Context: an optimization exercise on an open-source flow, tuned for small area, a short achievable clock period and few clock cycles. The choices shown serve that exercise and are no tape-out recipe. In this exercise RTL edits were held to simulation tests only and were not proved equivalent to the original. No activity file was given, so power comes from the tool's default toggle rates.

==> flow/design.v <==
module erpc_codec (
    input  wire        clk,
    input  wire        rst,
    input  wire        cmd_valid,
    output wire        cmd_ready,
    input  wire [7:0]  cmd_op,
    input  wire [8:0]  cmd_service,
    input  wire [7:0]  cmd_request,
    input  wire [2:0]  cmd_msg_type,
    input  wire [31:0] cmd_sequence,
    input  wire [15:0] cmd_f_len,
    input  wire [15:0] cmd_f_crc,
    input  wire [7:0]  cmd_byte,
    input  wire [15:0] cmd_len,
    input  wire        in_valid,
    output wire        in_ready,
    input  wire [31:0] in_data,
    output reg         done,
    output wire [3:0]  status,
    output wire [15:0] crc_out,
    output wire [63:0] out_bytes,
    output wire [3:0]  consumed,
    output wire [8:0]  o_service,
    output wire [7:0]  o_request,
    output wire [2:0]  o_msg_type,
    output wire [31:0] o_sequence,
    output wire [15:0] o_len,
    output wire [15:0] o_crc
);
    localparam [15:0] CRC_INIT = 16'hEF4A;
    reg        busy;         
    reg        last_q;       
    reg [3:0]  nsel;         
    reg [1:0]  tail;         
    reg        k_crc;        
    reg        k_frm;        
    reg        k_match;      
    reg        chk;          
    reg        ocrc_sel;     
    reg        mt_unk;       
    reg        svc_unk;      
    reg [15:0] crc;
    reg [31:0] W;
    reg [31:0] L;
    reg [3:0]  st;
    reg        cons8, cons4;
    wire [13:0] cnt = W[13:0];    
    assign cmd_ready = !busy;
    assign in_ready  = busy;
    wire acc  = cmd_valid && !busy;
    wire beat = in_valid && busy;
    wire [7:0] op = cmd_op;
    wire op_ok   = (op[7:6] == 2'b00) && (op[3:2] == 2'b00) && (op[5:4] != 2'b00);
    wire is_init = (op == 8'h10);
    wire is_upd  = (op == 8'h11);
    wire is_bufc = (op == 8'h13) || (op == 8'h30) || (op == 8'h33);
    wire is_enc  = (op == 8'h20);
    wire is_bld  = (op == 8'h22);
    wire is_hdec = (op == 8'h21);
    wire is_mat  = (op == 8'h23);
    wire is_fdec = (op == 8'h32);
    wire svc_ok  = !cmd_service[8] && (cmd_service[7:4] == 4'd0) && (cmd_service[3:0] != 4'd0);
    wire mt_ok   = !cmd_msg_type[2];
    wire len0    = (cmd_len == 16'd0);
    wire len_ge8 = (cmd_len[15:3] != 13'd0);
    wire len_ge4 = (cmd_len[15:2] != 14'd0);
    wire len_le4 = (cmd_len[15:3] == 13'd0) && (!cmd_len[2] || cmd_len[1:0] == 2'd0);
    wire go_crc  = is_bufc && !len0;
    wire go_hdr  = (is_hdec || (is_mat && svc_ok)) && len_ge8;
    wire go_frm  = is_fdec && len_ge4;
    reg [3:0] st_acc;
    always @(*) begin
        st_acc = 4'd0;
        if (!op_ok)
            st_acc = 4'd15;
        if (is_enc && !(svc_ok && mt_ok))
            st_acc = 4'd15;
        if (is_bld && !svc_ok)
            st_acc = 4'd15;
        if ((is_hdec && !len_ge8) || (is_fdec && !len_ge4))
            st_acc = 4'd8;
        if (is_mat)
            st_acc = !svc_ok ? 4'd15 : !len_ge8 ? 4'd1 : 4'd0;
    end
    function [3:0] onehot_n;    
        input [1:0] t;
        onehot_n = (t == 2'd0) ? 4'b1000 : (t == 2'd3) ? 4'b0100 : (t == 2'd2) ? 4'b0010 : 4'b0001;
    endfunction
    wire [7:0] d0 = in_data[7:0];
    wire [7:0] d1 = in_data[15:8];
    wire [7:0] d2 = in_data[23:16];
    wire [7:0] d3 = in_data[31:24];
    wire [7:0] ch = crc[15:8];
    wire [7:0] cl = crc[7:0];
    wire n4 = nsel[3];
    wire n3 = nsel[2];
    wire n2 = nsel[1];
    wire n1 = nsel[0];
    wire nu = !busy;            
    wire [7:0] m0 = {8{n4}} & (d0 ^ ch);
    wire [7:0] m1 = ({8{n4}} & (d1 ^ cl)) | ({8{n3}} & (d0 ^ ch));
    wire [7:0] m2 = ({8{n4}} & d2) | ({8{n3}} & (d1 ^ cl)) | ({8{n2}} & (d0 ^ ch));
    wire [7:0] m3 = ({8{n4}} & d3) | ({8{n3}} & d2) | ({8{n2}} & (d1 ^ cl)) | ({8{n1}} & (d0 ^ ch))
                  | ({8{nu}} & (cmd_byte ^ ch));
    wire [15:0] crc_blk;
    assign crc_blk[0] = ((((m0[2] ^ m0[3]) ^ m0[4]) ^ ((m1[3] ^ m1[4]) ^ m1[6])) ^ (((m2[0] ^ m2[3]) ^ m2[4]) ^ (m3[0] ^ m3[4])));
    assign crc_blk[1] = ((((m0[3] ^ m0[4]) ^ m0[5]) ^ ((m1[4] ^ m1[5]) ^ m1[7])) ^ (((m2[1] ^ m2[4]) ^ m2[5]) ^ (m3[1] ^ m3[5])));
    assign crc_blk[2] = ((((m0[0] ^ m0[4]) ^ m0[5]) ^ ((m0[6] ^ m1[5]) ^ m1[6])) ^ (((m2[2] ^ m2[5]) ^ m2[6]) ^ (m3[2] ^ m3[6])));
    assign crc_blk[3] = ((((m0[1] ^ m0[5]) ^ m0[6]) ^ ((m0[7] ^ m1[6]) ^ m1[7])) ^ (((m2[3] ^ m2[6]) ^ m2[7]) ^ (m3[3] ^ m3[7])));
    assign crc_blk[4] = ((((m0[0] ^ m0[2]) ^ m0[6]) ^ (m0[7] ^ m1[0])) ^ (((m1[7] ^ m2[0]) ^ m2[4]) ^ (m2[7] ^ m3[4])));
    assign crc_blk[5] = (((((m0[0] ^ m0[1]) ^ m0[2]) ^ (m0[4] ^ m0[7])) ^ ((m1[0] ^ m1[1]) ^ (m1[3] ^ m1[4]))) ^ ((((m1[6] ^ m2[0]) ^ m2[1]) ^ (m2[3] ^ m2[4])) ^ ((m2[5] ^ m3[0]) ^ (m3[4] ^ m3[5]))));
    assign crc_blk[6] = (((((m0[1] ^ m0[2]) ^ m0[3]) ^ (m0[5] ^ m1[1])) ^ ((m1[2] ^ m1[4]) ^ (m1[5] ^ m1[7]))) ^ (((m2[1] ^ m2[2]) ^ (m2[4] ^ m2[5])) ^ ((m2[6] ^ m3[1]) ^ (m3[5] ^ m3[6]))));
    assign crc_blk[7] = (((((m0[0] ^ m0[2]) ^ m0[3]) ^ (m0[4] ^ m0[6])) ^ ((m1[2] ^ m1[3]) ^ (m1[5] ^ m1[6]))) ^ (((m2[2] ^ m2[3]) ^ (m2[5] ^ m2[6])) ^ ((m2[7] ^ m3[2]) ^ (m3[6] ^ m3[7]))));
    assign crc_blk[8] = (((((m0[1] ^ m0[3]) ^ m0[4]) ^ (m0[5] ^ m0[7])) ^ ((m1[0] ^ m1[3]) ^ (m1[4] ^ m1[6]))) ^ (((m1[7] ^ m2[0]) ^ (m2[3] ^ m2[4])) ^ ((m2[6] ^ m2[7]) ^ (m3[3] ^ m3[7]))));
    assign crc_blk[9] = ((((m0[0] ^ m0[2]) ^ (m0[4] ^ m0[5])) ^ ((m0[6] ^ m1[0]) ^ (m1[1] ^ m1[4]))) ^ (((m1[5] ^ m1[7]) ^ (m2[0] ^ m2[1])) ^ ((m2[4] ^ m2[5]) ^ (m2[7] ^ m3[4]))));
    assign crc_blk[10] = ((((m0[0] ^ m0[1]) ^ (m0[3] ^ m0[5])) ^ ((m0[6] ^ m0[7]) ^ (m1[0] ^ m1[1]))) ^ (((m1[2] ^ m1[5]) ^ (m1[6] ^ m2[1])) ^ ((m2[2] ^ m2[5]) ^ (m2[6] ^ m3[5]))));
    assign crc_blk[11] = ((((m0[1] ^ m0[2]) ^ (m0[4] ^ m0[6])) ^ ((m0[7] ^ m1[1]) ^ (m1[2] ^ m1[3]))) ^ (((m1[6] ^ m1[7]) ^ (m2[2] ^ m2[3])) ^ ((m2[6] ^ m2[7]) ^ m3[6])));
    assign crc_blk[12] = ((((m0[0] ^ m0[4]) ^ (m0[5] ^ m0[7])) ^ ((m1[0] ^ m1[2]) ^ m1[6])) ^ (((m1[7] ^ m2[0]) ^ m2[7]) ^ ((m3[0] ^ m3[4]) ^ m3[7])));
    assign crc_blk[13] = ((((m0[0] ^ m0[1]) ^ m0[5]) ^ ((m0[6] ^ m1[0]) ^ m1[1])) ^ (((m1[3] ^ m1[7]) ^ m2[0]) ^ ((m2[1] ^ m3[1]) ^ m3[5])));
    assign crc_blk[14] = ((((m0[0] ^ m0[1]) ^ m0[2]) ^ ((m0[6] ^ m0[7]) ^ m1[1])) ^ (((m1[2] ^ m1[4]) ^ m2[1]) ^ ((m2[2] ^ m3[2]) ^ m3[6])));
    assign crc_blk[15] = ((((m0[1] ^ m0[2]) ^ m0[3]) ^ ((m0[7] ^ m1[2]) ^ m1[3])) ^ (((m1[5] ^ m2[2]) ^ m2[3]) ^ (m3[3] ^ m3[7])));
    wire [15:0] crc_next = crc_blk ^ ({16{n1 | nu}} & {cl, 8'h00});
    wire next_last = (cnt[13:2] == 12'd0) && (tail == 2'd0 ? cnt[1:0] == 2'd2 : cnt[1:0] == 2'd1);
    always @(posedge clk) begin
        if (rst) begin
            busy <= 1'b0;
            done <= 1'b0;
            st   <= 4'd0;
            chk  <= 1'b0;
            nsel <= 4'd0;
        end else begin
            done <= 1'b0;
            if (acc) begin
                busy     <= go_crc || go_hdr || go_frm;
                done     <= !(go_crc || go_hdr || go_frm);
                st       <= st_acc;
                chk      <= (op == 8'h33);
                ocrc_sel <= !op[1];
                tail     <= cmd_len[1:0];
                last_q   <= is_bufc ? len_le4 : is_fdec;
                nsel     <= go_crc ? (len_le4 ? onehot_n(cmd_len[1:0]) : 4'b1000) : 4'd0;
                k_crc    <= is_bufc;
                k_frm    <= is_fdec;
                k_match  <= is_mat;
                cons8    <= go_hdr;
                cons4    <= go_frm;
            end
            if (beat) begin
                if (last_q) begin
                    busy <= 1'b0;
                    done <= 1'b1;
                end
                if (k_crc) begin
                    last_q <= next_last;
                    nsel   <= last_q ? 4'd0 : next_last ? onehot_n(tail) : 4'b1000;
                end else
                    last_q <= 1'b1;
                if (k_match && !last_q && !(in_data[7:0] == 8'h02 && in_data[23:8] == L[23:8])) begin
                    st    <= 4'd4;
                    cons8 <= 1'b0;
                end
            end
        end
    end
    wire crc_init = rst || (acc && (is_init || is_bufc));
    always @(posedge clk) begin
        if (crc_init)
            crc <= CRC_INIT;
        else if ((acc && is_upd) || (beat && k_crc))
            crc <= crc_next;
    end
    always @(posedge clk) begin
        if (acc || (beat && (k_crc || (!k_frm && last_q)))) begin
            W[31:14] <= busy ? in_data[31:14] : cmd_sequence[31:14];
            W[13:0]  <= busy ? (k_crc ? cnt - 14'd1 : in_data[13:0])
                             : (op[4] ? cmd_len[15:2] : cmd_sequence[13:0]);
        end
    end
    always @(posedge clk) begin
        if (acc || (beat && !k_crc && (k_frm || !last_q))) begin
            if (busy)
                L <= in_data;
            else if (op[4])
                L <= {cmd_f_crc, op[0] ? cmd_f_len : cmd_len};
            else
                L <= {8'h01, cmd_service[7:0], cmd_request, 5'd0, cmd_msg_type & {3{~op[1]}}};
        end
        if (beat && !k_crc && (k_frm || !last_q)) begin
            mt_unk  <= (in_data[7:2] != 6'd0);
            svc_unk <= !(in_data[23:20] == 4'd0 && in_data[19:16] != 4'd0);
        end
    end
    assign status     = {st[3], st[2], st[1] | (chk && (crc != L[31:16])), st[0]};
    assign crc_out    = crc;
    assign out_bytes  = {W, L};
    assign consumed   = {cons8, cons4, 2'b00};
    assign o_sequence = W;
    assign o_request  = L[15:8];
    assign o_service  = {svc_unk, L[23:16] & {8{!svc_unk}}};
    assign o_msg_type = {mt_unk, L[1:0] & {2{!mt_unk}}};
    assign o_len      = L[15:0];
    assign o_crc      = ocrc_sel ? crc : L[31:16];
endmodule
clock: 5.0 ns
lec_check: 0
cap_margin: 20
core_margin: 2
core_utilization: 40
setup_slack_margin: 2.0
slew_margin: 20
standard.sh (not shown) runs the stock make flow with config.mk's settings and CLKGATE_MAP_FILE= SYNTH_SCRIPT=/design/flow/synth_recipe.tcl, a recipe that flattens the netlist after the stock synthesis.
==> flow/flow/run.sh <==
#!/bin/bash
# The standard layout, with the smallest buffer on every port.
set -euo pipefail
export BUFFER_PORTS_ARGS="-buffer_cell sky130_fd_sc_hd__buf_1"
bash standard.sh > standard.log 2>&1
The first run completed with no timing, DRC or antenna violations.
Testbench counts at the start, summed over its fixed seeds: cycles 121,025.
Rerun with:
--- a/flow/design.v
+++ b/flow/design.v
@@ -28,26 +28,22 @@
     output wire [15:0] o_crc
 );
     localparam [15:0] CRC_INIT = 16'hEF4A;
     reg        busy;         
     reg        last_q;       
     reg [3:0]  nsel;         
-    reg [1:0]  tail;         
     reg        k_crc;        
     reg        k_frm;        
     reg        k_match;      
     reg        chk;          
-    reg        ocrc_sel;     
-    reg        mt_unk;       
-    reg        svc_unk;      
     reg [15:0] crc;
     reg [31:0] W;
     reg [31:0] L;
     reg [3:0]  st;
-    reg        cons8, cons4;
-    wire [13:0] cnt = W[13:0];    
+    wire [13:0] cnt  = W[13:0];   
+    wire [1:0]  tail = L[1:0];    
     assign cmd_ready = !busy;
     assign in_ready  = busy;
     wire acc  = cmd_valid && !busy;
     wire beat = in_valid && busy;
     wire [7:0] op = cmd_op;
     wire op_ok   = (op[7:6] == 2'b00) && (op[3:2] == 2'b00) && (op[5:4] != 2'b00);
@@ -132,36 +128,30 @@
             done <= 1'b0;
             if (acc) begin
                 busy     <= go_crc || go_hdr || go_frm;
                 done     <= !(go_crc || go_hdr || go_frm);
                 st       <= st_acc;
                 chk      <= (op == 8'h33);
-                ocrc_sel <= !op[1];
-                tail     <= cmd_len[1:0];
                 last_q   <= is_bufc ? len_le4 : is_fdec;
                 nsel     <= go_crc ? (len_le4 ? onehot_n(cmd_len[1:0]) : 4'b1000) : 4'd0;
                 k_crc    <= is_bufc;
                 k_frm    <= is_fdec;
                 k_match  <= is_mat;
-                cons8    <= go_hdr;
-                cons4    <= go_frm;
             end
             if (beat) begin
                 if (last_q) begin
                     busy <= 1'b0;
                     done <= 1'b1;
                 end
                 if (k_crc) begin
                     last_q <= next_last;
                     nsel   <= last_q ? 4'd0 : next_last ? onehot_n(tail) : 4'b1000;
                 end else
                     last_q <= 1'b1;
-                if (k_match && !last_q && !(in_data[7:0] == 8'h02 && in_data[23:8] == L[23:8])) begin
-                    st    <= 4'd4;
-                    cons8 <= 1'b0;
-                end
+                if (k_match && !last_q && !(in_data[7:0] == 8'h02 && in_data[23:20] == 4'd0 && in_data[19:8] == L[19:8]))
+                    st <= 4'd4;
             end
         end
     end
     wire crc_init = rst || (acc && (is_init || is_bufc));
     always @(posedge clk) begin
         if (crc_init)
@@ -178,26 +168,25 @@
     end
     always @(posedge clk) begin
         if (acc || (beat && !k_crc && (k_frm || !last_q))) begin
             if (busy)
                 L <= in_data;
             else if (op[4])
-                L <= {cmd_f_crc, op[0] ? cmd_f_len : cmd_len};
+                L <= {cmd_f_crc, (op[1:0] == 2'b01) ? cmd_f_len : cmd_len};
             else
                 L <= {8'h01, cmd_service[7:0], cmd_request, 5'd0, cmd_msg_type & {3{~op[1]}}};
-        end
-        if (beat && !k_crc && (k_frm || !last_q)) begin
-            mt_unk  <= (in_data[7:2] != 6'd0);
-            svc_unk <= !(in_data[23:20] == 4'd0 && in_data[19:16] != 4'd0);
         end
     end
     assign status     = {st[3], st[2], st[1] | (chk && (crc != L[31:16])), st[0]};
     assign crc_out    = crc;
     assign out_bytes  = {W, L};
-    assign consumed   = {cons8, cons4, 2'b00};
+    wire st_ok = (st == 4'd0);
+    assign consumed   = {st_ok && !k_frm, st_ok && k_frm, 2'b00};
     assign o_sequence = W;
     assign o_request  = L[15:8];
+    wire   mt_unk     = (L[7:2] != 6'd0);
+    wire   svc_unk    = !(L[23:20] == 4'd0 && L[19:16] != 4'd0);
     assign o_service  = {svc_unk, L[23:16] & {8{!svc_unk}}};
     assign o_msg_type = {mt_unk, L[1:0] & {2{!mt_unk}}};
     assign o_len      = L[15:0];
-    assign o_crc      = ocrc_sel ? crc : L[31:16];
+    assign o_crc      = k_frm ? L[31:16] : crc;
 endmodule
Effect: The changed run ran to the end with no violations. Cell area decreases by a few percent. Power decreases slightly. Die area decreases by a few percent. Sequential share of layout area decreases by 1.3 points. Clock power increases by a little under a tenth. Non-clock buffer count decreases by 5. Worst setup slack got worse by 68 ps. Sequential power decreases by a few percent. Global-route usage decreases by 1.9 points.
Testbench counts after the change, summed over its fixed seeds: cycles 121,025.

afterwards: timing with drivers on the ports:
Ports are ideal in the flow. The routed layouts listed here were re-timed in OpenROAD.
Step 1 (the two cells are an assumption about what drives the block):
set clk [get_ports {clk}]
set_driving_cell -lib_cell sky130_fd_sc_hd__clkbuf_16 $clk
set_driving_cell -lib_cell sky130_fd_sc_hd__buf_2 [delete_from_list [all_inputs] $clk]
Step 2 also shifts input and output timing later by t, the mid clock arrival at the registers, as if the neighbouring blocks saw the same clock.
a / b / c = ideal / step 1 / step 2; a / b = the first two.
run	shift t [ns]	setup slack, ns	worst register clock-pin slew, ns	pins driven straight from the clock port
the first run	0.408	1.993 / 1.950 / 1.707	0.09 / 0.09	1
the second run	0.410	1.926 / 1.878 / 1.557	0.08 / 0.08	1
After both steps setup and hold are still met in every run listed. For the second run, which loses most, drivers alone change the setup slack by -0.048 ns; drivers and shift together by -0.369 ns.
